This design comes from an exercise in tuning for small area, a short achievable clock period and few clock cycles on the open sky130 flow, not from production work. At most, simulation tests tie the RTL to the original design; equivalence was not proved.

Setup of v16:
==> flow/design.v (excerpt) <==
module zmc_profile #(
    parameter PPR = 2000    
) (
    input             clk,
    input             rst,
    input             in_valid,
    output            in_ready,
    input             in_op,
    input      [31:0] in_now,
    input      [15:0] in_start,
    input      [15:0] in_target,
    input      [15:0] in_time,
    input      [15:0] in_tad,
    output reg        out_valid,
    output     [15:0] pos_sp,
    output reg [1:0]  status
);
    localparam K_MOV = 3'b000, K_DEC = 3'b010, K_DRV = 3'b100;
    localparam K_CMP = 3'b011, K_REJ = 3'b001, K_IDL = 3'b101;
    localparam integer F = 17;
    reg         rdy_q, nrdy;
    assign in_ready = rdy_q;
    wire        acc = in_valid && !nrdy;
    reg         v0, op0;
    reg  [31:0] now0;
    reg  [15:0] tgt0, tim0, tad0;
    reg  [10:0] st0;
    reg         active, cb;
    reg  [31:0] t0;
    reg  [15:0] pT;
    reg  [14:0] pA;
    reg  [10:0] pStartN, pEN;         
  ...
Size in the first run: ~1100 flip-flops, ~120 I/O pins, ~76000 sq um of cells after synthesis.
Settings: LEC_CHECK=0, CAP_MARGIN=60, CORE_MARGIN=2, CORE_UTILIZATION=55, PLACE_DENSITY=0.7, SLEW_MARGIN=60; clock period 22.0 ns.
run.sh (not shown) runs the stock make flow with config.mk's settings and CLKGATE_MAP_FILE= SYNTH_SCRIPT=/design/flow/synth_recipe.tcl, a recipe that flattens the netlist after the stock synthesis.
v16 was carried through to the last stage, and its layout satisfied the timing, DRC and antenna checks.
Input-level comparison between v40 and v16:
- SLEW_MARGIN: 60 -> 20
- PLACE_DENSITY: 0.7 -> 0.6
- CORE_UTILIZATION: 55 -> 40
- CAP_MARGIN: 60 -> 20
==> comparison <==
| multi-input gate share of the layout cell area | v40 vs v16 | 0.55 points lower |. Post-route clock period utilization essentially unchanged between v16 and v40. Lower final cell utilization of the core goes to v40 over v16. On area occupied by registers, v40 and v16 are neck and neck. In the reports for v40 and v16, the larger register fraction of the total cell area belongs to v16. Cmp v40 vs v16: wire length lower in v40. For v16, the launching element of the worst setup path was out_valid, unlike v40, where it was rdy_q. v40 finished every stage and its layout cleared the timing, DRC and antenna checks.
Modified inputs, v29 compared to v40
- changing CAP_MARGIN from 20 to 60
- changing PLACE_DENSITY from 0.6 to 0.7
- changing SLEW_MARGIN from 20 to 60
- changing CORE_UTILIZATION from 40 to 55
==> flow/flow/run.sh (new file) <==
#!/bin/bash
# The standard layout, with the port buffers made from buf_2 cells instead of
# the default choice (a delay buffer).
set -o pipefail
export BUFFER_PORTS_ARGS="-buffer_cell sky130_fd_sc_hd__buf_2"
bash standard.sh > standard.log 2>&1
==> flow/standard.sh (new file) <==
#!/bin/bash
# synth_recipe.tcl (not shown) runs the flow's synth.tcl, then flattens the netlist and writes it again
# the make line also repeats each setting of config.mk as NAME=value (left out here)
make -C /OpenROAD-flow-scripts/flow DESIGN_CONFIG=/design/flow/config.mk WORK_HOME=/design/flow/orfs CLKGATE_MAP_FILE= SYNTH_SCRIPT=/design/flow/synth_recipe.tcl "${@:-finish}"
removed: flow/run.sh
==> comparison <==
- Post-synthesis to final-layout area growth, v40 and v29: larger value in v40
- [compare] base=v40 new=v29: area used by sequential logic in the layout was more or less identical, detailed-routing wirelength on met1 shows a reduction of 5.9%, clock period minus final worst setup slack lost 410 ps.
No functional check of the RTL was part of any run of this note.

---

## rev 12
zmc_profile, a different RTL version from the one above (not shown whole).
For scale: roughly 6000 cells after synthesis, about 980 flip-flops, ~120 I/O pins, ~66000 µm² of cells after synthesis.
==> flow/config.mk <==
export PLATFORM = sky130hd
export DESIGN_NAME = zmc_profile
export DESIGN_NICKNAME = zmc_profile
export VERILOG_FILES = /design/flow/design.v
export SDC_FILE = /design/flow/constraint.sdc
export NUM_CORES = 4
export LEC_CHECK = 0
export CAP_MARGIN = 60
export CORE_MARGIN = 2
export CORE_UTILIZATION = 55
export CTS_BUF_LIST = sky130_fd_sc_hd__clkbuf_4 sky130_fd_sc_hd__clkbuf_8
export PLACE_DENSITY = 0.7
export SLEW_MARGIN = 60
==> flow/constraint.sdc <==
create_clock -name core_clock -period 22.0 [get_ports {clk}]
set_input_delay 4.4000 -clock core_clock [delete_from_list [all_inputs] [get_ports {clk}]]
set_output_delay 4.4000 -clock core_clock [all_outputs]
set_load 0.01 [all_outputs]
standard.sh (not shown) runs the stock make flow with config.mk's settings and CLKGATE_MAP_FILE= SYNTH_SCRIPT=/design/flow/synth_recipe.tcl, a recipe that flattens the netlist after the stock synthesis.
==> flow/flow/run.sh <==
#!/bin/bash
# The standard layout, with the port buffers made from buf_2 cells instead of
# the default choice (a delay buffer).
set -o pipefail
export BUFFER_PORTS_ARGS="-buffer_cell sky130_fd_sc_hd__buf_2"
bash standard.sh > standard.log 2>&1
Testbench counts of rev 12, summed over its fixed seeds: cycles 12,168.
### rev 12 -> rev 13
- CTS_BUF_LIST: sky130_fd_sc_hd__clkbuf_4 sky130_fd_sc_hd__clkbuf_8 -> unset
Notes after the runs:
Both conditions hold for rev 13: the flow ran to the end and the final layout passed the timing, DRC and antenna checks.
Sort rev 12 and rev 13 by source-to-sink clock delay at the later pin of the worst-skew pair desc -> top: rev 12
Worst clock skew on the final layout across rev 12 and rev 13: no real change.
Critical path depth: rev 12 and rev 13 compared, higher one is rev 13
As far as number of instances in the synthesized netlist goes, rev 12 and rev 13 are indistinguishable; the numbers are identical.
Compared to rev 12, rev 13 shows a narrower setup margin.
Comparing rev 12 and rev 13, final critical-path share of the clock period is lower on rev 12.

---

zmc_profile, a different RTL version from the one above (not shown whole).
Size in the first run: about 6000 cells after synthesis, ~990 flip-flops, about 66000 sq um of cells after synthesis.
export LEC_CHECK = 0
export CAP_MARGIN = 60
export CORE_MARGIN = 2
export CORE_UTILIZATION = 55
export PLACE_DENSITY = 0.8
export SLEW_MARGIN = 60
create_clock -name core_clock -period 22.0 [get_ports {clk}]
Scripts as last shown in full above: flow/flow/run.sh
Testbench counts at the start, summed over its fixed seeds: cycles 12,168.
==> next run, changes <==
PLACE_DENSITY = 0.7   (was 0.8)
First-iteration DRC count goes down by a little under a tenth.
Design area stays flat.
Setup slack hardly moves.
Global-route usage goes up by 0.57 points.
Synthesized cell count is unchanged.
Fmax is about the same.
Wire length goes up slightly.
==> next run, changes <==
CORE_UTILIZATION = 70   (was 55)
PLACE_DENSITY = 0.8   (was 0.7)
=> The changed run produced a clean layout. Critical path depth is higher by 16. Die area is lower by about 20%. Worst hold slack is about the same. Clock skew is about the same. Clock-buffer cell count is lower by 2. Setup slack loses 50 ps. Wire length stays flat. Design area is lower by 0.96%. Area after synthesis is unchanged. Non-clock buffer count is lower by 1.
==> next run, changes <==
CAP_MARGIN = 40   (was 60)
CORE_UTILIZATION = 55   (was 70)
PLACE_DENSITY = 0.7   (was 0.8)
SLEW_MARGIN = 40   (was 60)
Count of clock-buffer cells in the layout goes up by 12.
Worst setup slack got worse by 110 ps.
Critical path depth does not change.
Worst hold slack improves by 5.3 ps.

-- afterwards: timing with drivers on the ports --
Ports are ideal in the flow. The routed layouts listed here were re-timed in OpenROAD.
Step 1, drivers: a clkbuf_16 drives clk and a buf_2 each remaining input, both assumed.
Step 2 moves the port delays by t, midway between the first and last clock arrival at a register: inputs arrive t later, outputs are due t later. That takes back most of the time a late clock gives input paths.
Slacks: ideal / step 1 / step 2; pairs: ideal / step 1.
| run | shift t [ns] | slack for setup (ns) | worst setup path after step 2 | latest minus earliest clock arrival (ns) | pins driven straight from the clock port |
|---|---|---|---|---|---|
| v16 | 0.834 | 15.941 / 15.863 / 16.632 | input to register | 0.034 / 0.034 | 1 |
| v40 | 0.848 | 15.910 / 15.829 / 16.152 | input to register | 0.030 / 0.030 | 1 |
| v29 | 0.814 | 16.320 / 16.320 / 16.320 | register to register | 0.055 / 0.054 | 1 |
| rev 12 | 0.897 | 16.242 / 16.178 / 15.512 | input to register | 0.053 / 0.053 | 1 |
| rev 13 | 0.748 | 16.201 / 16.252 / 15.505 | input to register | 0.049 / 0.049 | 1 |
| the first run of note 3 | 0.772 | 16.348 / 16.272 / 15.727 | input to register | 0.061 / 0.061 | 1 |
| the second run of note 3 | 0.770 | 16.347 / 16.270 / 15.801 | input to register | 0.047 / 0.047 | 1 |
| the third run of note 3 | 0.756 | 16.297 / 16.297 / 15.860 | input to register | 0.045 / 0.045 | 1 |
| the fourth run of note 3 | 0.770 | 16.185 / 16.185 / 15.637 | input to register | 0.063 / 0.062 | 1 |
After both steps every run listed still meets setup and hold. For rev 12, which loses most, drivers alone change the setup slack by -0.064 ns; drivers and shift together by -0.730 ns.
